Source: an optimization exercise on an open RTL-to-GDS flow (aim: a short achievable clock period and few clock cycles). Production flows keep margins and buffers that such runs may drop.
The RTL was checked by simulation tests, not by an equivalence proof against the original design.

--- design/flow/design.v ---
module sap1_core (
    input  wire       clk,
    input  wire       rst,         
    input  wire       load_we,
    input  wire [3:0] load_addr,
    input  wire [7:0] load_data,
    input  wire [3:0] dbg_addr,
    output wire [7:0] dbg_data,
    output wire [7:0] out_q,
    output wire       out_valid,
    output wire       halted,
    output wire [7:0] a_q,
    output wire [3:0] pc_q,
    output wire       flag_c,
    output wire       flag_z
);
    localparam LDA = 0, ADD = 1, SUB = 2, STA = 3, LDI = 4, JMP = 5, JC = 6,
               JZ = 7, OUT = 8, HLT = 9;
    function [9:0] dec;
        input [3:0] op;
        begin
            dec = {op == 4'hF, op == 4'hE, op == 4'h8, op == 4'h7, op == 4'h6,
                   op == 4'h5, op == 4'h4, op == 4'h3, op == 4'h2, op == 4'h1};
        end
    endfunction
    function [7:0] rd;
        input [127:0] m;
        input [3:0]   x;
        input         s0;
        input [3:0]   s0a;
        input [7:0]   s0d;
        input         s1;
        input [3:0]   s1a;
        input [7:0]   s1d;
        begin
            rd = (s1 && s1a == x) ? s1d :
                 (s0 && s0a == x) ? s0d : m[x*8 +: 8];
        end
    endfunction
    function [9:0] alu;
        input [9:0] f;
        input [3:0] n;
        input [7:0] a;
        input [7:0] d;
        input       c;
        input       z;
        input [8:0] sum;      
        input [8:0] diff;     
        reg         sum_z, diff_z, keep_a, keep_f;
        begin
            sum_z  = ((a ^ d) == {(a[6:0] | d[6:0]), 1'b0});
            diff_z = (a == d);
            keep_a = !(f[0] || f[1] || f[2] || f[4]);
            keep_f = !(f[1] || f[2]);
            alu[9:2] = ({8{f[0]}} & d) | ({8{f[1]}} & sum[7:0]) | ({8{f[2]}} & diff[7:0]) |
                       ({8{f[4]}} & {4'd0, n}) | ({8{keep_a}} & a);
            alu[1]   = (f[1] & sum[8]) | (f[2] & diff[8]) | (keep_f & c);
            alu[0]   = (f[1] & sum_z) | (f[2] & diff_z) | (keep_f & z);
        end
    endfunction
    reg  [127:0] mem;           
    reg  [3:0]   pc;
    reg  [7:0]   a;
    reg          c_r;
    reg          z_r;
    reg          halt_r;
    reg  [7:0]   out_r;
    reg          out_v;
    reg  [7:0]   i0;            
    reg  [9:0]   f0;            
    reg  [7:0]   d0;            
    reg  [7:0]   i1;            
    reg  [9:0]   f1;            
    wire [3:0] n0   = i0[3:0];
    wire       tk0  = f0[JMP] || (f0[JC] && c_r) || (f0[JZ] && z_r);
    wire       st0  = f0[STA];
    wire [3:0] pcp1 = pc + 4'd1;
    wire [3:0] pcp2 = pc + 4'd2;
    wire [3:0] n0p1 = n0 + 4'd1;
    wire [7:0] a1;
    wire       c1, z1;
    wire [8:0] sum0, diff0;
    sap1_add8 #(.SUB(0)) u_add0 (.x(a), .y(d0), .s(sum0));
    sap1_add8 #(.SUB(1)) u_sub0 (.x(a), .y(d0), .s(diff0));
    assign {a1, c1, z1} = alu(f0, n0, a, d0, c_r, z_r, sum0, diff0);
    wire       self1 = st0 && (n0 == pcp1);   
    wire [7:0] ins1  = tk0 ? d0 : i1;
    wire [3:0] n1    = ins1[3:0];
    wire [9:0] fd0;
    assign fd0 = dec(d0[7:4]);
    wire [9:0] fl1   = tk0 ? fd0 : f1;
    wire [7:0] r1_d0, r1_i1;
    assign r1_d0 = rd(mem, d0[3:0], 1'b0, 4'd0, 8'd0, 1'b0, 4'd0, 8'd0);
    assign r1_i1 = rd(mem, i1[3:0], st0, n0, a, 1'b0, 4'd0, 8'd0);
    wire [7:0] d1  = tk0 ? r1_d0 : r1_i1;
    wire       tk1 = fl1[JMP] || (fl1[JC] && c1) || (fl1[JZ] && z1);
    wire       self2 = fl1[STA] && (n1 == (tk0 ? n0p1 : pcp2));
    wire       ex1 = !f0[HLT] && !self1 && !self2 && !(f0[OUT] && fl1[OUT]);
    wire       st1 = ex1 && fl1[STA];
    wire [7:0] a2;
    wire       c2, z2;
    wire [8:0] sum1, diff1;
    sap1_add8 #(.SUB(0)) u_add1 (.x(a1), .y(d1), .s(sum1));
    sap1_add8 #(.SUB(1)) u_sub1 (.x(a1), .y(d1), .s(diff1));
    assign {a2, c2, z2} = alu(fl1, n1, a1, d1, c1, z1, sum1, diff1);
    wire [3:0] cand [0:4];
    assign cand[0] = pcp1;
    assign cand[1] = pcp2;
    assign cand[2] = n0p1;
    assign cand[3] = d0[3:0];
    assign cand[4] = i1[3:0];
    wire [4:0] cs0 = 5'b10011;     
    wire [4:0] cs1 = 5'b00110;     
    wire [7:0] ci0 [0:4];
    wire [3:0] ci0n [0:4];
    wire [9:0] cf0 [0:4];
    wire [7:0] cd0 [0:4];
    wire [7:0] ci1 [0:4];
    wire [9:0] cf1 [0:4];
    genvar g;
    generate
        for (g = 0; g < 5; g = g + 1) begin : g_cand
            assign ci0[g] = rd(mem, cand[g], cs0[g] & st0, n0, a, cs1[g] & st1, n1, a1);
            assign ci0n[g] = rd(mem, cand[g], cs0[g] & st0, n0, a, 1'b0, 4'd0, 8'd0);
            assign cd0[g] = rd(mem, ci0n[g], cs0[g] & st0, n0, a, cs1[g] & st1, n1, a1);
            assign ci1[g] = rd(mem, cand[g] + 4'd1, cs0[g] & st0, n0, a, cs1[g] & st1, n1, a1);
            assign cf0[g] = dec(ci0[g][7:4]);
            assign cf1[g] = dec(ci1[g][7:4]);
        end
    endgenerate
    wire [2:0] sel = !ex1 ? 3'd0 :
                     tk1  ? (tk0 ? 3'd3 : 3'd4) :
                     tk0  ? 3'd2 : 3'd1;
    wire       lh0 = load_we && load_addr == 4'd0;
    wire       lh1 = load_we && load_addr == 4'd1;
    wire [7:0] li0 = lh0 ? load_data : mem[7:0];
    wire [7:0] li1 = lh1 ? load_data : mem[15:8];
    wire [7:0] ld_a, ld_b;
    assign ld_a = rd(mem, load_data[3:0], 1'b0, 4'd0, 8'd0, 1'b1, 4'd0, load_data);
    assign ld_b = rd(mem, mem[3:0], 1'b0, 4'd0, 8'd0, load_we, load_addr, load_data);
    wire [7:0] ld0 = lh0 ? ld_a : ld_b;
    wire [9:0] lf0, lf1;
    assign lf0 = dec(li0[7:4]);
    assign lf1 = dec(li1[7:4]);
    always @(posedge clk) begin
        if (rst) begin
            pc     <= 4'd0;
            a      <= 8'd0;
            c_r    <= 1'b0;
            z_r    <= 1'b0;
            halt_r <= 1'b0;
            out_r  <= 8'd0;
            out_v  <= 1'b0;
            i0     <= li0;
            f0     <= lf0;
            d0     <= ld0;
            i1     <= li1;
            f1     <= lf1;
        end else begin
            out_v <= 1'b0;
            i0 <= ci0[sel];
            f0 <= cf0[sel];
            d0 <= cd0[sel];
            i1 <= ci1[sel];
            f1 <= cf1[sel];
            if (!halt_r) begin
                pc <= (sel == 3'd1) ? pcp2 : (sel == 3'd2) ? n0p1 : (sel == 3'd0) ? pcp1 : n1;
                if (ex1) begin
                    a   <= a2;
                    c_r <= c2;
                    z_r <= z2;
                end else begin
                    a   <= a1;
                    c_r <= c1;
                    z_r <= z1;
                end
                if (f0[OUT]) begin
                    out_r <= a;
                    out_v <= 1'b1;
                end else if (ex1 && fl1[OUT]) begin
                    out_r <= a1;
                    out_v <= 1'b1;
                end
                if (f0[HLT] || (ex1 && fl1[HLT]))
                    halt_r <= 1'b1;
            end
        end
    end
    integer i;
    always @(posedge clk) begin
        for (i = 0; i < 16; i = i + 1) begin
            if (load_we) begin
                if (load_addr == i) mem[8*i +: 8] <= load_data;
            end else if (!rst && !halt_r) begin
                if (st1 && n1 == i)      mem[8*i +: 8] <= a1;
                else if (st0 && n0 == i) mem[8*i +: 8] <= a;
            end
        end
    end
    wire [15:0] dsel;
    sap1_dec16 u_dsel (.x(dbg_addr), .y(dsel));
    genvar b, p;
    generate
        for (b = 0; b < 8; b = b + 1) begin : g_dbg
            wire [7:0] t;
            wire [1:0] h;
            for (p = 0; p < 8; p = p + 1) begin : g_pair
                sap1_aoi22 u_t (.a1(dsel[2*p]), .a2(mem[16*p + b]),
                                .b1(dsel[2*p+1]), .b2(mem[16*p + 8 + b]), .y(t[p]));
            end
            sap1_nand4 u_h0 (.a(t[0]), .b(t[1]), .c(t[2]), .d(t[3]), .y(h[0]));
            sap1_nand4 u_h1 (.a(t[4]), .b(t[5]), .c(t[6]), .d(t[7]), .y(h[1]));
            sap1_or2   u_o  (.a(h[0]), .b(h[1]), .y(dbg_data[b]));
        end
    endgenerate
    assign out_q     = out_r;
    assign out_valid = out_v;
    assign halted    = halt_r;
    assign a_q       = a;
    assign pc_q      = pc;
    assign flag_c    = c_r;
    assign flag_z    = z_r;
endmodule
module sap1_dec16 (
    input  wire [3:0]  x,
    output wire [15:0] y
);
    assign y = 16'd1 << x;
endmodule
module sap1_aoi22 (
    input  wire a1,
    input  wire a2,
    input  wire b1,
    input  wire b2,
    output wire y
);
    assign y = !((a1 && a2) || (b1 && b2));
endmodule
module sap1_nand4 (
    input  wire a,
    input  wire b,
    input  wire c,
    input  wire d,
    output wire y
);
    assign y = !(a && b && c && d);
endmodule
module sap1_or2 (
    input  wire a,
    input  wire b,
    output wire y
);
    assign y = a || b;
endmodule
module sap1_add8 #(
    parameter SUB = 0
) (
    input  wire [7:0] x,
    input  wire [7:0] y,
    output wire [8:0] s
);
    wire [7:0] yy = SUB ? ~y : y;
    wire [7:0] p;
    wire [7:0] g = x & yy;
    wire [7:0] c;                        
    genvar k;
    generate
        for (k = 0; k < 8; k = k + 1) begin : g_bit
            sap1_xor2 u_p (.a(x[k]), .b(yy[k]), .y(p[k]));
            sap1_xor2 u_s (.a(p[k]), .b(c[k]),  .y(s[k]));
        end
    endgenerate
    wire [7:0] g1, p1, g2, p2, g4, p4, g8;
    wire [7:0] gi = {g[7:1], g[0] | (SUB ? (x[0] | yy[0]) : 1'b0)};
    assign g1 = gi;
    assign p1 = x | yy;
    generate
        for (k = 0; k < 8; k = k + 1) begin : g_pre
            if (k >= 1) begin : g_a
                assign g2[k] = g1[k] | (p1[k] & g1[k-1]);
                assign p2[k] = p1[k] & p1[k-1];
            end else begin : g_a0
                assign g2[k] = g1[k];
                assign p2[k] = p1[k];
            end
            if (k >= 2) begin : g_b
                assign g4[k] = g2[k] | (p2[k] & g2[k-2]);
                assign p4[k] = p2[k] & p2[k-2];
            end else begin : g_b0
                assign g4[k] = g2[k];
                assign p4[k] = p2[k];
            end
            if (k >= 4) begin : g_c
                assign g8[k] = g4[k] | (p4[k] & g4[k-4]);
            end else begin : g_c0
                assign g8[k] = g4[k];
            end
        end
    endgenerate
    assign c = {g8[6:0], SUB ? 1'b1 : 1'b0};
    assign s[8] = SUB ? !g8[7] : g8[7];
endmodule
module sap1_xor2 (
    input  wire a,
    input  wire b,
    output wire y
);
    assign y = a ^ b;
endmodule
--- design/flow/run.sh ---
#!/bin/bash
# synth_recipe.tcl (not shown) runs the flow's synth.tcl, then flattens the netlist and writes it again
# the make line also repeats each setting of config.mk as NAME=value (left out here)
make -C /OpenROAD-flow-scripts/flow DESIGN_CONFIG=/design/flow/config.mk WORK_HOME=/design/flow/orfs CLKGATE_MAP_FILE= SYNTH_SCRIPT=/design/flow/synth_recipe.tcl finish
--- design/flow/config.mk ---
export PLATFORM = sky130hd
export DESIGN_NAME = sap1_core
export DESIGN_NICKNAME = sap1_core
export VERILOG_FILES = /design/flow/design.v
export SDC_FILE = /design/flow/constraint.sdc
export NUM_CORES = 4
export LEC_CHECK = 0
export ABC_CLOCK_PERIOD_IN_PS = 4000
export CAP_MARGIN = 20
export CORE_MARGIN = 2
export CORE_UTILIZATION = 30
export SETUP_SLACK_MARGIN = 4.0
export SLEW_MARGIN = 20
export SYNTH_HIERARCHICAL = 1
--- design/flow/constraint.sdc ---
create_clock -name core_clock -period 8.0 [get_ports {clk}]
set_input_delay 1.6000 -clock core_clock [delete_from_list [all_inputs] [get_ports {clk}]]
set_output_delay 1.6000 -clock core_clock [all_outputs]
set_load 0.01 [all_outputs]
==> results of run 1 <==
==> per-stage QoR <==
stage | setup WS [ns] | utilization [%]
2_1_floorplan | 3.760 | -
3_3_place_gp | 2.067 | 32.62
4_1_cts | 3.557 | 35.94
3_5_place_dp | 2.059 | 32.64
6_report | 3.563 | 37.79
5_1_grt | 3.540 | 37.77
==> cells in the mapped netlist, types with 9 or more instances <==
cell type    n  area (um^2)
mux4_2     465        10470
mux2i_1    343         3433
clkbuf_1   323         1212
nor2_1     284         1066
a21oi_1    275         1376
nand2_1    253        949.7
o21ai_0    231         1156
edfxtp_1   128         3844
buf_2       81        405.4
xor2_1      81        709.4
a22oi_1     71        533.0
inv_1       71        266.5
mux2_2      66        743.2
a22oi_2     64        800.8
xnor2_1     64        560.5
dfxtp_1     60         1201
nand4_1     46        287.8
a211oi_1    44        330.3
a31oi_1     38        237.7
nand3_1     37        185.2
buf_1       34        127.6
nor2b_1     30        187.7
a32oi_1     28        245.2
ha_1        26        325.3
nor3_1      20        100.1
and2_1      18        112.6
o211ai_1    18        135.1
nor4_1      16        100.1
buf_4       14        105.1
o22ai_1     14        87.58
nand2b_1    13        81.33
a222oi_1    12        120.1
maj3_1      10        100.1
and4b_1      9        90.09
==> layout make-up <==
type,instances,share of cell area [%]
flip-flops and latches,188,12.03
repair buffers,588,13.83
multi-input cells,2786,67.41
well taps,1500,4.426
diodes,12,0.07082
clock buffers,17,1.003
inverters,75,0.7525
clock inverters,15,0.4810
==> repair_timing <==
action | in CTS | in global routing
pin swaps | 95 | 113
endpoints found under the setup margin | 322 | 152
buffers inserted | 159 | 101
gates resized for setup | 369 | 202
gates cloned | 16 | 11
==> how the worst max path moves through the flow <==
stage,end,slack [ns]
finish,dbg_data[1],3.56
global placement,dbg_data[1],2.07
detailed placement,dbg_data[7],2.06
global route,dbg_data[6],3.54
floorplan,dbg_data[0],3.76
CTS,dbg_data[6],3.56
==> logic make-up after synthesis <==
kind of cell	share of synthesized area, %
adder cells (fa/ha/maj)	1.458
buffers and inverters	6.517
AND/OR/NAND/NOR	11.69
XOR/XNOR	4.145
multiplexers	43.49
other	0.04440
flip-flops	14.92
AO/OA/AOI/OAI	17.73
==> metal layers <==
metal	vias up	track usage [%]	wire (um)
met4	24	26.79	23890
li1	14100	-	-
met2	4571	45.77	78760
met1	18380	38.54	65330
met5	-	3.064	800
met3	1513	22.10	42120
==> modules after synthesis, one instance, submodules excluded, a selection <==
module	cells inside	times used
sap1_core	3214	1
sap1_or2	1	8
sap1_dec16	20	1
sap1_nand4	1	16
sap1_xor2	1	64
sap1_aoi22	1	64
==> state kept, by name, indices dropped and copies added, names as in the netlist <==
| signal | flops |
|---|---|
| out_v | 1 |
| pc | 4 |
| i1 | 4 |
| f1 | 10 |
| a | 8 |
| halt_r | 1 |
| i0 | 4 |
| c_r | 1 |
| d0 | 8 |
| f0 | 10 |
| out_r | 8 |
| mem | 128 |
| z_r | 1 |
==> worst reg2reg max path, cell delays in order, from the launching register on <==
cell      delay (ns)
dfxtp_4         0.48
buf_6           0.21
buf_12          0.20
mux4_2          0.52
mux4_2          0.59
nand2_2         0.14
o21ai_4         0.13
nor2_1          0.16
a31oi_2         0.06
maj3_2          0.37
a21o_2          0.22
maj3_2          0.32
xor2_1          0.16
a222oi_1        0.27
o22ai_1         0.11
mux2i_1         0.15
nor2_1          0.06
==> run notes, run 1 <==
flops & latches, synth 188; largest net degree at the start of global routing 90; layout cells sized above 1 41.13%; core region area 112,200 um^2; Worst EP arrival 2.84 ns; CTS buffer count 17; Area Overhead vs Synth 25.41%; GRT Util Overall 34.47%; FILL cells 10,830; Mapped Cells 3,496; Sequential cell area 5100 um^2; skew final 0.03437 ns; Crit Reg-Reg Startpoint d0[0]; Initial Util 30.14%; num rows 123; hpwl dp 121,600 um; Levels on crit path 7; Achievable Freq 0.2254 GHz; Yosys warnings 7; GRT overflow 0; Hold EP out_r[2]; required time worst endpoint 6.40 ns; Hold Crit Class register to register; DRC violation count after routing 0; placed cell count 4,849; overall routed net length 210,900 um; Port Buffers 50; actual slew at the worst max-slew pin 1.289 ns; Min Hold Slack 0.4999 ns; HP Start out_r[2]; die footprint 115,400 um^2; Slew HR 13.80%; post-route ant nets 0; reg2reg setup slack 3.71 ns; Yosys cell types 104; final worst-path cycle share 55.46%; DRT iter0 DRCs 8,366; Worst setup SP type primary input; Synth Flop Type edfxtp_1; most frequent cells in the layout mux4_2 (465), buf_4 (404), mux2i_1 (323), nor2_1 (266), a21oi_1 (242); Worst path slowest cell or2_4; htree depth 4; CP endpoint kind output port; Cell Chain, Critical Path buf_12, and4bb_4, buf_6, a22oi_2, nand4_1, or2_4, buf_6; root buffer cell clkbuf_16; Post-synth EDFFs 128; status timing/DRC/antenna clean; Non-Filler Instances 5,181; Top delay family on crit path simple AND/OR/NAND/NOR gates; Final Max Tran Viols 0; syn_area_per_cell 9.671 um^2; clk latency of the worst-skew pair 0.53 ns; first-pass GRT wire length 282,100 um; Final min period 4.437 ns; die height 339.7 um; Final Hold Vio Count 0; origin of the worst setup path dbg_addr[3]; initial antenna violation count 18; most common cell after layout, fill and taps aside mux4_2; Post-Syn Area 33,810 um^2; vias per inst 7.447; CP most frequent cell buf_6; Placer Congestion 1.081; vias in the first global route 34,580; Synth Net Count 3,541; max_cap viols 0; Buf/Inv on CP 3; DR WL/cell 40.71 um; r2r worst-path depth 16; vias 38,590; cts hold-fix bufs 0; area of the multi-input gates 28,580 um^2; DRT Pass-1 Iters 14; Sink Count 188; CP Max Fanout 8; slowest stage delay, CP 0.32 ns; worst r2r dst a[7]; type of the worst setup path primary input to output port; post-synthesis sequential area ratio 14.92%; Synth async-reset ratio 0%; worst hold path depth 2; Finished Cell Area 42,400 um^2; total negative slack 0 ns; Setup violations, final 0; DP Area 36,620 um^2; I/O pin count 51; Reg clk slew, reported paths 0.07 ns; RSZ-0062 raised after global routing true; clock buffer depth 2; CTS tree built; die width 339.7 um; Final #Nets 3,701
Testbench counts, summed over its fixed seeds: cycles 9,984.
==> inputs of run 2 (changes only) <==
--- a/design/flow/design.v
+++ b/design/flow/design.v
@@ -61,2 +61,3 @@
     reg  [127:0] mem;           
+    reg  [127:0] memn;          
     reg  [3:0]   pc;
@@ -97,3 +98,3 @@
     wire       self2 = fl1[STA] && (n1 == (tk0 ? n0p1 : pcp2));
-    wire       ex1 = !f0[HLT] && !self1 && !self2 && !(f0[OUT] && fl1[OUT]);
+    wire       ex1 = !halt_r && !f0[HLT] && !self1 && !self2 && !(f0[OUT] && fl1[OUT]);
     wire       st1 = ex1 && fl1[STA];
@@ -104,4 +105,5 @@
     sap1_add8 #(.SUB(1)) u_sub1 (.x(a1), .y(d1), .s(diff1));
-    assign {a2, c2, z2} = alu(fl1, n1, a1, d1, c1, z1, sum1, diff1);
-    wire [3:0] cand [0:4];
+    wire [9:0] fx1 = ex1 ? fl1 : 10'd0;
+    assign {a2, c2, z2} = alu(fx1, n1, a1, d1, c1, z1, sum1, diff1);
+    wire [3:0] cand [0:5];
     assign cand[0] = pcp1;
@@ -111,16 +113,23 @@
     assign cand[4] = i1[3:0];
-    wire [4:0] cs0 = 5'b10011;     
-    wire [4:0] cs1 = 5'b00110;     
-    wire [7:0] ci0 [0:4];
-    wire [3:0] ci0n [0:4];
-    wire [9:0] cf0 [0:4];
-    wire [7:0] cd0 [0:4];
-    wire [7:0] ci1 [0:4];
-    wire [9:0] cf1 [0:4];
+    assign cand[5] = n0;
+    wire [5:0] cs0 = 6'b010011;    
+    wire [5:0] cs1 = 6'b000110;    
+    wire [7:0] ci0 [0:5];
+    wire [3:0] ci0n [0:5];
+    wire [9:0] cf0 [0:5];
+    wire [7:0] cd0 [0:5];
+    wire [7:0] ci1 [0:5];
+    wire [9:0] cf1 [0:5];
     genvar g;
     generate
-        for (g = 0; g < 5; g = g + 1) begin : g_cand
-            assign ci0[g] = rd(mem, cand[g], cs0[g] & st0, n0, a, cs1[g] & st1, n1, a1);
-            assign ci0n[g] = rd(mem, cand[g], cs0[g] & st0, n0, a, 1'b0, 4'd0, 8'd0);
-            assign cd0[g] = rd(mem, ci0n[g], cs0[g] & st0, n0, a, cs1[g] & st1, n1, a1);
+        for (g = 0; g < 6; g = g + 1) begin : g_cand
+            if (g == 5) begin : g_n0
+                assign ci0[g]  = d0;
+                assign ci0n[g] = d0[3:0];
+                assign cd0[g]  = r1_d0;
+            end else begin : g_rd
+                assign ci0[g] = rd(mem, cand[g], cs0[g] & st0, n0, a, cs1[g] & st1, n1, a1);
+                assign ci0n[g] = rd(mem, cand[g], cs0[g] & st0, n0, a, 1'b0, 4'd0, 8'd0);
+                assign cd0[g] = rd(mem, ci0n[g], cs0[g] & st0, n0, a, cs1[g] & st1, n1, a1);
+            end
             assign ci1[g] = rd(mem, cand[g] + 4'd1, cs0[g] & st0, n0, a, cs1[g] & st1, n1, a1);
@@ -130,3 +139,4 @@
     endgenerate
-    wire [2:0] sel = !ex1 ? 3'd0 :
+    wire       hlt_any = f0[HLT] || (ex1 && fl1[HLT]);
+    wire [2:0] sel = !ex1 ? (tk0 ? 3'd5 : 3'd0) :
                      tk1  ? (tk0 ? 3'd3 : 3'd4) :
@@ -161,3 +171,2 @@
             i0 <= ci0[sel];
-            f0 <= cf0[sel];
             d0 <= cd0[sel];
@@ -165,13 +174,8 @@
             f1 <= cf1[sel];
+            f0 <= (halt_r || hlt_any) ? 10'd0 : cf0[sel];
+            a   <= a2;
+            c_r <= c2;
+            z_r <= z2;
             if (!halt_r) begin
-                pc <= (sel == 3'd1) ? pcp2 : (sel == 3'd2) ? n0p1 : (sel == 3'd0) ? pcp1 : n1;
-                if (ex1) begin
-                    a   <= a2;
-                    c_r <= c2;
-                    z_r <= z2;
-                end else begin
-                    a   <= a1;
-                    c_r <= c1;
-                    z_r <= z1;
-                end
+                pc <= cand[sel];
                 if (f0[OUT]) begin
@@ -183,3 +187,3 @@
                 end
-                if (f0[HLT] || (ex1 && fl1[HLT]))
+                if (hlt_any)
                     halt_r <= 1'b1;
@@ -192,6 +196,14 @@
             if (load_we) begin
-                if (load_addr == i) mem[8*i +: 8] <= load_data;
+                if (load_addr == i) begin
+                    mem[8*i +: 8]  <= load_data;
+                    memn[8*i +: 8] <= ~load_data;
+                end
             end else if (!rst && !halt_r) begin
-                if (st1 && n1 == i)      mem[8*i +: 8] <= a1;
-                else if (st0 && n0 == i) mem[8*i +: 8] <= a;
+                if (st1 && n1 == i) begin
+                    mem[8*i +: 8]  <= a1;
+                    memn[8*i +: 8] <= ~a1;
+                end else if (st0 && n0 == i) begin
+                    mem[8*i +: 8]  <= a;
+                    memn[8*i +: 8] <= ~a;
+                end
             end
@@ -199,4 +211,2 @@
     end
-    wire [15:0] dsel;
-    sap1_dec16 u_dsel (.x(dbg_addr), .y(dsel));
     genvar b, p;
@@ -204,11 +214,18 @@
         for (b = 0; b < 8; b = b + 1) begin : g_dbg
-            wire [7:0] t;
-            wire [1:0] h;
+            wire [3:0] lo, hi;
+            sap1_dec4 u_lo (.x(dbg_addr[1:0]), .y(lo));
+            sap1_dec4 u_hi (.x(dbg_addr[3:2]), .y(hi));
+            wire [7:0] t;       
+            wire [3:0] gq;      
+            wire [1:0] v;
             for (p = 0; p < 8; p = p + 1) begin : g_pair
-                sap1_aoi22 u_t (.a1(dsel[2*p]), .a2(mem[16*p + b]),
-                                .b1(dsel[2*p+1]), .b2(mem[16*p + 8 + b]), .y(t[p]));
+                sap1_aoi22 u_t (.a1(lo[(2*p)%4]), .a2(!memn[16*p + b]),
+                                .b1(lo[(2*p+1)%4]), .b2(!memn[16*p + 8 + b]), .y(t[p]));
+            end
+            for (p = 0; p < 4; p = p + 1) begin : g_grp
+                sap1_nand2 u_g (.a(t[2*p]), .b(t[2*p+1]), .y(gq[p]));
             end
-            sap1_nand4 u_h0 (.a(t[0]), .b(t[1]), .c(t[2]), .d(t[3]), .y(h[0]));
-            sap1_nand4 u_h1 (.a(t[4]), .b(t[5]), .c(t[6]), .d(t[7]), .y(h[1]));
-            sap1_or2   u_o  (.a(h[0]), .b(h[1]), .y(dbg_data[b]));
+            sap1_aoi22 u_v0 (.a1(hi[0]), .a2(gq[0]), .b1(hi[1]), .b2(gq[1]), .y(v[0]));
+            sap1_aoi22 u_v1 (.a1(hi[2]), .a2(gq[2]), .b1(hi[3]), .b2(gq[3]), .y(v[1]));
+            sap1_nand2 u_o  (.a(v[0]), .b(v[1]), .y(dbg_data[b]));
         end
@@ -223,7 +240,7 @@
 endmodule
-module sap1_dec16 (
-    input  wire [3:0]  x,
-    output wire [15:0] y
+module sap1_dec4 (
+    input  wire [1:0] x,
+    output wire [3:0] y
 );
-    assign y = 16'd1 << x;
+    assign y = 4'd1 << x;
 endmodule
@@ -238,12 +255,3 @@
 endmodule
-module sap1_nand4 (
-    input  wire a,
-    input  wire b,
-    input  wire c,
-    input  wire d,
-    output wire y
-);
-    assign y = !(a && b && c && d);
-endmodule
-module sap1_or2 (
+module sap1_nand2 (
     input  wire a,
@@ -252,3 +260,3 @@
 );
-    assign y = a || b;
+    assign y = !(a && b);
 endmodule
==> run notes, run 2 <==
GRT overflow 0 (unchanged); post-synthesis sequential area ratio 21.92% (+7.0 points); dpl ws 2.144 ns (+0.08502 ns); clock buffer depth 3 (+1); CTS tree built; FILL cells 13,140 (+21%); top-count cell post-synth nand2_1; Reg clk slew, reported paths 0.06 ns (about the same); flops & latches, synth 316 (+68%); most common cell after layout, fill and taps aside mux4_2; CP endpoint kind register; total negative slack 0 ns (unchanged); cts hold-fix bufs 0 (unchanged); largest net degree at the start of global routing 114 (+27%); required time worst endpoint 8.49 ns (+2.09 ns); Largest regs mem x128, memn x128; hpwl dp 135,100 um (+11%); clk latency of the worst-skew pair 0.64 ns (+0.11 ns); top post-synthesis cells by area mux4_2 (24%), edfxtp_1 (19%), mux2i_1 (6.3%); reg2reg setup slack 3.51 ns (-0.20 ns); die footprint 138,100 um^2 (+20%); GRT Util Overall 30.54% (-3.9 points); actual slew at the worst max-slew pin 1.145 ns (-0.1437 ns); syn_area_per_cell 9.380 um^2 (-3.0%); type of the worst setup path register to register; vias in the first global route 39,570 (+14%); Final min period 4.491 ns (+0.05441 ns); Mapped Cells 4,322 (+24%); DRT iter0 DRCs 8,202 (-2.0%); Final Hold Vio Count 0 (unchanged); DRC violation count after routing 0 (unchanged); Final Max Tran Viols 0 (unchanged); Yosys warnings 7 (unchanged); num rows 134 (+8.9%); Setup violations, final 0 (unchanged); CTS buffer count 39 (+22); Hold EP out_r[7]; Final Worst Setup Slack 3.509 ns (-0.05441 ns); final core occ 37.35% (-0.44 points); Finished Cell Area 49,970 um^2 (+18%); DP Area 43,310 um^2 (+18%); worst r2r dst d0[4]; first-pass GRT wire length 303,800 um (+7.7%); Post-Syn Area 40,540 um^2 (+20%); Post-synth EDFFs 256 (+100%); Slew HR 23.48% (+9.7 points); Worst path slowest cell or4b_1; DR WL/cell 35.42 um (-13%); Initial Util 30.30% (+0.17 points); die width 371.6 um (+9.4%); Synth Flop Type edfxtp_1; Cell Chain, Critical Path buf_4, clkinvlp_4, or4b_1, nor3_1, a21o_1, nand2_1, a221oi_1, a21oi_1, nand2_1, a21oi_1, a31oi_2; Worst setup SP type register; Min Hold Slack 0.4942 ns (-0.005627 ns); max_cap viols 0 (unchanged); Crit Reg-Reg Startpoint f0[3]; I/O pin count 51 (unchanged); synth cell count leaders nand2_1 (440), mux4_2 (428), clkbuf_1 (366); Achievable Freq 0.2227 GHz (-1.2%); skew final 0.06566 ns (+0.03129 ns); slowest stage delay, CP 0.68 ns (+0.36 ns); Worst EP arrival 4.98 ns (+2.14 ns); Area Overhead vs Synth 23.27%; Final #Nets 4,459 (+20%); r2r worst-path depth 11 (-5); Port Buffers 50 (unchanged); Hold Crit Class register to register; initial antenna violation count 15 (-3); Synth async-reset ratio 0% (unchanged); DRT Pass-1 Iters 11 (-3); root buffer cell clkbuf_16; most frequent cells in the layout mux4_2 (428), nand2_1 (409), buf_4 (388), edfxtp_1 (256), a21oi_1 (254); die height 371.6 um (+9.4%); vias per inst 6.956 (-6.6%); post-synth top area share 23.78% (-7.2 points); RSZ-0062 raised after global routing true; CP Max Fanout 26 (+18); Synth Net Count 4,368 (+23%); htree depth 2 (-2); post-route ant nets 0 (unchanged); overall routed net length 220,400 um (+4.5%); Yosys cell types 102 (-1.9%); Placer Congestion 1.051 (-2.8%); Sink Count 316 (+68%); status timing/DRC/antenna clean; vias 43,280 (+12%); worst hold path depth 2 (unchanged); final worst-path cycle share 56.14% (+0.68 points); core region area 133,800 um^2 (+19%); layout cells sized above 1 36.33% (-4.8 points); area leader, netlist mux4_2; origin of the worst setup path f0[3]; HP Start out_r[7]
[run 2: cell count changes in the layout (fill, tap and decap cells not counted), sizes merged, moves of 24 or more]
| cell | change |
|---|---|
| a21oi | +26 |
| clkbuf | +24 |
| edfxtp | +128 |
| inv | +140 |
| mux2i | -87 |
| mux4 | -37 |
| nand2 | +185 |
| nand3 | +45 |
| nor2 | -32 |
| nor2b | +29 |
| nor3 | +34 |
| o211ai | +79 |
| o21a | +130 |
[run 2: per-module statistics from Yosys (local to each module, per instance), excerpt]
| module | flops+latches | copies in the design | area (um^2) | cells inside |
|---|---|---|---|---|
| sap1_dec4 | 0 | 16 | 26.28 | 4 |
| sap1_core | 316 | 1 | 37650 | 3964 |
| sap1_aoi22 | 0 | 80 | 12.51 | 1 |
| sap1_xor2 | 0 | 64 | 8.758 | 1 |
| sap1_nand2 | 0 | 40 | 3.754 | 1 |
[run 2: how the worst max path moves through the flow]
stage | to | depth (start not counted)
floorplan | d0[6] | 24
global placement | d0[4] | 20
detailed placement | dbg_data[1] | 7
CTS | d0[6] | 23
global route | d0[4] | 22
finish | d0[4] | 11
[run 2: kinds of logic (layout without fill, tap and decap cells)]
kind of cell / Yosys count / count (layout) / synth area share [%]
buffers and inverters: 746 / 865 / 7.438
other: 4 / 15 / 0.03702
and+or+nand+nor: 1074 / 1076 / 12.41
adders and majority gates: 43 / 43 / 1.247
DFF: 316 / 316 / 21.92
AOI/OAI and AO/OA: 1212 / 1212 / 20.64
muxes: 767 / 767 / 32.49
xor gates and xnor gates: 160 / 160 / 3.818
[run 2: timing repair]
| item | 4_1_cts | 5_1_grt |
|---|---|---|
| setup endpoints to repair | 581 | 306 |
| gates resized for setup | 432 | 160 |
| cloned | 20 | 5 |
| pin swaps | 132 | 76 |
| setup buffers | 215 | 61 |
[run 2: stage by stage]
stage / std cells
global placement: 5837
finish: 6222
floorplan: 4322
CTS: 6144
detailed placement: 5838
global route: 6211
[run 2: final cells by class]
type                       instances  area [um^2]  area share [%]
inverter                         219        875.8           1.753
clock inverter                    27        250.2          0.5007
timing repair inverter             3        20.02         0.04006
sequential                       316         8959           17.93
timing repair buffer             572         5863           11.73
clock buffer                      44        998.5           1.998
antenna                           11        27.53         0.05508
tap                             1768         2212           4.427
multi-input combinational       3262        30770           61.57
[run 2: routing by layer]
| metal | wire length [um] | global-route usage [%] |
|---|---|---|
| met1 | 74070 | 36.55 |
| met2 | 86160 | 42.23 |
| met3 | 37670 | 15.28 |
| met4 | 22280 | 21.35 |
| met5 | 223 | 0.1049 |
[run 2: worst max-delay path, delay by kind of cell (launching register included)]
kind,cells,cell delay (ns)
simple gates,4,1.88
compound gates,5,1.43
buf+inv,2,0.67
flops,1,0.32
Testbench counts of run 2, summed over its fixed seeds: cycles 9,984.
==> inputs of run 3 (changes only) <==
--- a/design/flow/design.v
+++ b/design/flow/design.v
@@ -140,5 +140,11 @@
     wire       hlt_any = f0[HLT] || (ex1 && fl1[HLT]);
-    wire [2:0] sel = !ex1 ? (tk0 ? 3'd5 : 3'd0) :
-                     tk1  ? (tk0 ? 3'd3 : 3'd4) :
-                     tk0  ? 3'd2 : 3'd1;
+    wire       jt  = ex1 && tk1;
+    wire [2:0] snt = !ex1 ? (tk0 ? 3'd5 : 3'd0) : (tk0 ? 3'd2 : 3'd1);
+    wire [2:0] stk = tk0 ? 3'd3 : 3'd4;
+    wire [7:0] n_i0 = jt ? ci0[stk]  : ci0[snt];
+    wire [7:0] n_d0 = jt ? cd0[stk]  : cd0[snt];
+    wire [7:0] n_i1 = jt ? ci1[stk]  : ci1[snt];
+    wire [9:0] n_f0 = jt ? cf0[stk]  : cf0[snt];
+    wire [9:0] n_f1 = jt ? cf1[stk]  : cf1[snt];
+    wire [3:0] n_pc = jt ? cand[stk] : cand[snt];
     wire       lh0 = load_we && load_addr == 4'd0;
@@ -170,7 +176,7 @@
             out_v <= 1'b0;
-            i0 <= ci0[sel];
-            d0 <= cd0[sel];
-            i1 <= ci1[sel];
-            f1 <= cf1[sel];
-            f0 <= (halt_r || hlt_any) ? 10'd0 : cf0[sel];
+            i0 <= n_i0;
+            d0 <= n_d0;
+            i1 <= n_i1;
+            f1 <= n_f1;
+            f0 <= (halt_r || hlt_any) ? 10'd0 : n_f0;
             a   <= a2;
@@ -179,3 +185,3 @@
             if (!halt_r) begin
-                pc <= cand[sel];
+                pc <= n_pc;
                 if (f0[OUT]) begin
==> run notes, run 3 <==
status timing/DRC/antenna clean; Initial Util 30.25% (-0.052 points); DRT iter0 DRCs 9,928 (+21%); syn_area_per_cell 9.516 um^2 (+1.4%); required time worst endpoint 8.52 ns (+0.03 ns); Final Worst Setup Slack 3.554 ns (+0.04489 ns); RSZ-0062 raised after global routing true; htree depth 2 (unchanged); DRT Pass-1 Iters 14 (+3); clock buffer depth 3 (unchanged); GRT overflow 0 (unchanged); die height 376.6 um (+1.3%); Post-synth EDFFs 256 (unchanged); mux cell area share after synthesis 33.23% (+0.74 points); final core occ 38.84% (+1.5 points); Min Hold Slack 0.4981 ns (+0.003914 ns); vias per inst 7.215 (+3.7%); Reg clk slew, reported paths 0.06 ns (about the same); die width 376.6 um (+1.3%); type of the worst setup path register to register; CTS tree built; max_cap viols 0 (unchanged); GRT Util Overall 33.10% (+2.6 points); dpl ws 2.060 ns (-0.08397 ns); Final Hold Vio Count 0 (unchanged); Final min period 4.446 ns (-0.04489 ns); post-route ant nets 0 (unchanged); synth cell count leaders mux4_2 (485), nand2_1 (382), clkbuf_1 (356); Yosys cell types 109 (+6.9%); Final Max Tran Viols 0 (unchanged); largest net degree at the start of global routing 83 (-27%); Achievable Freq 0.2249 GHz (+1.0%); Synth Area in Simple Gates 12.36% (-0.052 points); actual slew at the worst max-slew pin 1.143 ns (-0.002379 ns); hpwl dp 152,700 um (+13%); die footprint 141,800 um^2 (+2.7%); overall routed net length 251,500 um (+14%); cts hold-fix bufs 0 (unchanged); initial antenna violation count 19 (+4); skew final 0.07311 ns (+0.007451 ns); Placer Congestion 1.110 (+5.6%); CTS buffer count 41 (+5.1%); flops & latches, synth 316 (unchanged); Post-Syn Area 41,640 um^2 (+2.7%); post-synth top area share 26.23% (+2.5 points); Yosys warnings 7 (unchanged); vias in the first global route 41,780 (+5.6%); Synth Flop Type edfxtp_1; Worst EP arrival 4.97 ns (about the same); Synth Net Count 4,428 (+1.4%); post-synthesis adder-cell area fraction 1.394% (+0.15 points); compound-cell area share of the yosys netlist 19.87% (-0.77 points); top post-synthesis cells by area mux4_2 (26%), edfxtp_1 (18%), mux2i_1 (5.3%); root buffer cell clkbuf_16; area leader, netlist mux4_2; Setup violations, final 0 (unchanged); Hold Crit Class register to register; Sink Count 316 (unchanged); most common cell after layout, fill and taps aside mux4_2; num rows 136 (+1.5%); first-pass GRT wire length 332,600 um (+9.5%); I/O pin count 51 (unchanged); vias 46,810 (+8.1%); XOR/XNOR share of the synthesized area 3.603% (-0.22 points); Finished Cell Area 53,470 um^2 (+7.0%); layout cells sized above 1 38.61% (+2.3 points); DP Area 44,680 um^2 (+3.2%); Port Buffers 50 (unchanged); total negative slack 0 ns (unchanged); Largest regs mem x128, memn x128; DR WL/cell 38.76 um (+9.4%); most frequent cells in the layout mux4_2 (486), buf_4 (475), nand2_1 (350), inv_1 (336), edfxtp_1 (256); Worst setup SP type register; DRC violation count after routing 0 (unchanged); core region area 137,700 um^2 (+2.9%); Mapped Cells 4,376 (+1.2%); main combinational cell family by area after synthesis multiplexers; post-synthesis sequential area ratio 21.34% (-0.58 points); Synth async-reset ratio 0% (unchanged); Area Overhead vs Synth 28.40%; Final #Nets 4,696 (+5.3%); clk latency of the worst-skew pair 0.68 ns (+0.04 ns); CP Max Fanout 7 (-73%); CP endpoint kind register; final worst-path cycle share 55.58% (-0.56 points); top-count cell post-synth mux4_2; Slew HR 23.82% (+0.34 points)
run 3: repair_timing:
item / CTS / global route
resized for setup: 457 / 288
pin swaps: 105 / 106
gates cloned: 14 / 21
buffers inserted: 232 / 161
setup endpoints to repair: 581 / 439
run 3: critical path: stages, from the launching register on:
cell and delay, ns:
dfxtp_4 0.37, buf_12 0.14, buf_12 0.11, mux4_2 0.51, mux4_2 0.70, buf_4 0.23, buf_6 0.11, buf_12 0.14
buf_8 0.16, mux4_2 0.44, mux2_2 0.29, a221o_1 0.35, a21oi_2 0.19, o211ai_1 0.16, nor4_1 0.23, o311ai_1 0.13
run 3: cell type report:
cell class / instances / area (um^2)
Tap cell: 1794 / 2245
Clock inverter: 30 / 411.6
Inverter: 358 / 1443
Fill cell: 13210 / 84190
Sequential cell: 316 / 8976
Timing Repair Buffer: 719 / 7565
Multi-Input combinational cell: 3208 / 31730
Clock buffer: 46 / 1055
Antenna cell: 17 / 42.54
run 3: stage by stage:
| stage | std cells |
|---|---|
| after floorplan | 4376 |
| after global placement | 5967 |
| after detailed placement | 5967 |
| after CTS | 6289 |
| after global routing | 6473 |
| final | 6488 |
run 3: layer usage:
metal	GRT usage (%)	part of all wire (%)
met1	39.92	33
met2	44.30	38
met3	18.53	18
met4	21.94	10
met5	1.887	0.31
run 3: path summary, 6_finish.rpt:
kind            start        to  slack (ns)  cells after the start
max             d0[0]     d0[2]        3.55                     15
min          out_r[4]  out_r[4]        0.50                      2
max reg2reg     d0[0]     d0[2]        3.55                     15
min reg2reg  out_r[4]  out_r[4]        0.50                      2
run 3: cell families (layout without fill, tap and decap cells):
kind of cell    Yosys count  count (layout)
xor+xnor                157             157
simple gates           1089            1091
fa+ha+maj                49              49
buf+inv                 859            1153
mux                     762             765
compound gates         1140            1142
other cells               4              21
flops                   316             316
run 3: per-module statistics from Yosys (local to each module, per instance), excerpt:
module | times used | cell area [um^2] | flops+latches | cells
sap1_nand2 | 40 | 3.754 | 0 | 1
sap1_dec4 | 16 | 26.28 | 0 | 4
sap1_core | 1 | 38750 | 316 | 4018
sap1_aoi22 | 80 | 12.51 | 0 | 1
sap1_xor2 | 64 | 8.758 | 0 | 1
Testbench counts of run 3, summed over its fixed seeds: cycles 9,984.
==> inputs of run 4 (changes only) <==
--- a/design/flow/config.mk
+++ b/design/flow/config.mk
@@ -10,3 +10,4 @@
 export CORE_MARGIN = 2
-export CORE_UTILIZATION = 30
+export CORE_UTILIZATION = 35
+export PLACE_DENSITY = 0.65
 export SETUP_SLACK_MARGIN = 4.0
==> run notes, run 4 <==
status timing/DRC/antenna clean; skew final 0.06167 ns (-0.01144 ns); origin of the worst setup path load_data[0]; initial antenna violation count 19 (unchanged); Initial Util 35.27% (+5.0 points); max_cap viols 0 (unchanged); most common cell after layout, fill and taps aside mux4_2; post-synth top area share 26.23% (unchanged); Post-synth EDFFs 256 (unchanged); Worst path slowest cell a21oi_1; most frequent cells in the layout mux4_2 (485), buf_4 (426), nand2_1 (346), inv_1 (331), edfxtp_1 (256); Achievable Freq 0.2266 GHz (+0.74%); Slew HR 16.90% (-6.9 points); Sink Count 316 (unchanged); DRC violation count after routing 0 (unchanged); total negative slack 0 ns (unchanged); Synth Flop Type edfxtp_1; num rows 126 (-7.4%); largest net degree at the start of global routing 160 (+93%); Final Worst Setup Slack 3.587 ns (+0.03281 ns); Yosys cell types 109 (unchanged); layout cells sized above 1 38.02% (-0.59 points); Setup violations, final 0 (unchanged); CP Max Fanout 21 (+14); clk latency of the worst-skew pair 0.65 ns (-0.03 ns); Reg clk slew, reported paths 0.06 ns (about the same); Final #Nets 4,620 (-1.6%); Post-Syn Area 41,640 um^2 (unchanged); Synth async-reset ratio 0% (unchanged); top-count cell post-synth mux4_2; flops & latches, synth 316 (unchanged); Min Hold Slack 0.4971 ns (-0.001051 ns); area leader, netlist mux4_2; RSZ-0062 raised after global routing true; Crit Reg-Reg Startpoint d0[1]; DRT Pass-1 Iters 13 (-1); Largest regs mem x128, memn x128; GRT Util Overall 39.82% (+6.7 points); required time worst endpoint 8.47 ns (-0.05 ns); placed cell count 5,722 (-4.1%); post-synthesis sequential area ratio 21.34% (unchanged); post-route ant nets 0 (unchanged); hpwl dp 155,100 um (+1.6%); I/O pin count 51 (unchanged); Cell Chain, Critical Path buf_4, buf_4, nand2b_1, nor2_1, a21oi_1, mux4_2, inv_1, o21ai_0, a21oi_1, a21o_1, o41ai_1; die footprint 121,800 um^2 (-14%); htree depth 2 (unchanged); CP endpoint kind register; DRT iter0 DRCs 10,300 (+3.7%); Yosys warnings 7 (unchanged); top post-synthesis cells by area mux4_2 (26%), edfxtp_1 (18%), mux2i_1 (5.3%); Final Max Tran Viols 0 (unchanged); vias per inst 7.581 (+5.1%); HP Start out_r[7]; core region area 118,100 um^2 (-14%); Port Buffers 50 (unchanged); Area Overhead vs Synth 25.77%; syn_area_per_cell 9.516 um^2 (unchanged); cts hold-fix bufs 0 (unchanged); synth cell count leaders mux4_2 (485), nand2_1 (382), clkbuf_1 (356); clock buffer depth 3 (unchanged); Non-Filler Instances 6,158 (-5.1%); first-pass GRT wire length 340,700 um (+2.4%); die height 348.9 um (-7.3%); type of the worst setup path primary input to register; Top delay family on crit path compound AO/OA/AOI/OAI gates; Worst setup SP type primary input; root buffer cell clkbuf_16; GRT overflow 0 (unchanged); Synth Net Count 4,428 (unchanged); die width 348.9 um (-7.3%); Hold Crit Class register to register; Final min period 4.413 ns (-0.03281 ns); Mapped Cells 4,376 (unchanged); final worst-path cycle share 55.17% (-0.41 points); CTS buffer count 41 (unchanged); Buf/Inv on CP 3 (-3); vias 46,680 (-0.27%); actual slew at the worst max-slew pin 1.227 ns (+0.08441 ns); overall routed net length 254,000 um (+1.0%); CTS tree built; DR WL/cell 41.25 um (+6.4%); slowest stage delay, CP 0.76 ns (+0.06 ns); vias in the first global route 42,240 (+1.1%); Worst EP arrival 4.88 ns (-0.09 ns); Placer Congestion 1.104 (-0.58%); Final Hold Vio Count 0 (unchanged); dpl ws 2.004 ns (-0.05598 ns)
-- run 4: logic make-up (layout without fill, tap and decap cells) --
family | Yosys count | after routing | share of synthesized area, %
AOI/OAI and AO/OA | 1140 | 1142 | 19.87
xor gates and xnor gates | 157 | 157 | 3.603
adders and majority gates | 49 | 49 | 1.394
buffers and inverters | 859 | 1077 | 8.167
DFF | 316 | 316 | 21.34
muxes | 762 | 765 | 33.23
other | 4 | 26 | 0.03604
and+or+nand+nor | 1089 | 1090 | 12.36
-- run 4: path summary, 6_finish.rpt --
path / cells after the start / endpoint / slack, ns
worst max register to register: 16 / f1[5] / 3.63
worst min register to register: 2 / out_r[7] / 0.50
worst max-delay path: 11 / d0[4] / 3.59
worst min-delay path: 2 / out_r[7] / 0.50
-- run 4: per-stage QoR --
stage	cell area (um^2)	utilization, %
after global routing	52330	44.32
after floorplan	41970	-
after global placement	44480	37.67
final	52370	44.35
after CTS	49760	42.14
after detailed placement	44490	37.67
-- run 4: worst register-to-register path, cell delays in order, from the launching register on --
cell and delay, ns:
dfxtp_4 0.38, buf_6 0.19, o211ai_4 0.28, a31oi_4 0.11, maj3_2 0.38, a21o_4 0.23
maj3_2 0.31, xor2_1 0.18, a222oi_1 0.39, and2_4 0.24, clkinvlp_4 0.22, and2_4 0.23
o21ai_4 0.28, buf_4 0.19, a21oi_4 0.08, or3_1 0.35, o311ai_2 0.21
-- run 4: per-module statistics from Yosys (local to each module, per instance), excerpt --
module / flops+latches / cells inside
sap1_xor2: 0 / 1
sap1_aoi22: 0 / 1
sap1_dec4: 0 / 4
sap1_nand2: 0 / 1
sap1_core: 316 / 4018
-- run 4: final cells by class --
cell class	instances	area, um^2
Fill cell	10850	65710
Multi-Input combinational cell	3207	31790
Sequential cell	316	8954
Timing Repair Buffer	642	6785
Tap cell	1536	1922
Inverter	358	1460
Clock buffer	52	1119
Clock inverter	23	257.7
Antenna cell	22	55.05
Timing Repair inverter	2	32.53
-- run 4: repair_timing --
action / in CTS / in global routing
resized for setup: 419 / 302
setup buffers: 191 / 112
endpoints found under the setup margin: 580 / 361
cloned: 24 / 12
pin swaps: 95 / 121
-- run 4: layer usage --
layer	global-route usage (%)	vias up	share of wire, %
li1	-	17140	-
met1	46.32	22340	32
met2	52.26	5494	37
met3	25.07	1672	20
met4	28.81	36	10
met5	1.481	-	0.35

## separate check: timing with driven ports
The results above use ideal ports. As a check the final layouts listed here were re-extracted and re-timed, cells and wires unchanged.
Step 1: set_driving_cell puts a clkbuf_16 on clk and a buf_2 on each other input, an assumption about the parent block.
Step 2, shift: input delay + t, output delay - t, t = (earliest + latest rising clock arrival at the registers) / 2. This alone moves slack from input paths to output paths.
Slacks: ideal ports / drivers / drivers and shift; pairs: ideal ports / drivers.
run | t, ns | setup WS [ns] | hold WS [ns] | slew at the worst register clock pin (ns) | worst data-port slew with drivers (ns)
run 1 | 0.572 | 3.563 / 3.349 / 3.346 | 0.500 / 0.500 / 0.500 | 0.11 / 0.11 | 0.22
run 2 | 0.679 | 3.509 / 3.467 / 3.077 | 0.494 / 0.494 / 0.494 | 0.07 / 0.07 | 0.29
run 3 | 0.715 | 3.554 / 3.433 / 3.433 | 0.498 / 0.498 / 0.498 | 0.08 / 0.08 | 0.23
run 4 | 0.687 | 3.587 / 3.435 / 2.912 | 0.497 / 0.497 / 0.497 | 0.07 / 0.07 | 0.31
After both steps every run listed still meets setup and hold. For run 4, which loses most, drivers alone change the setup slack by -0.152 ns; drivers and shift together by -0.675 ns.
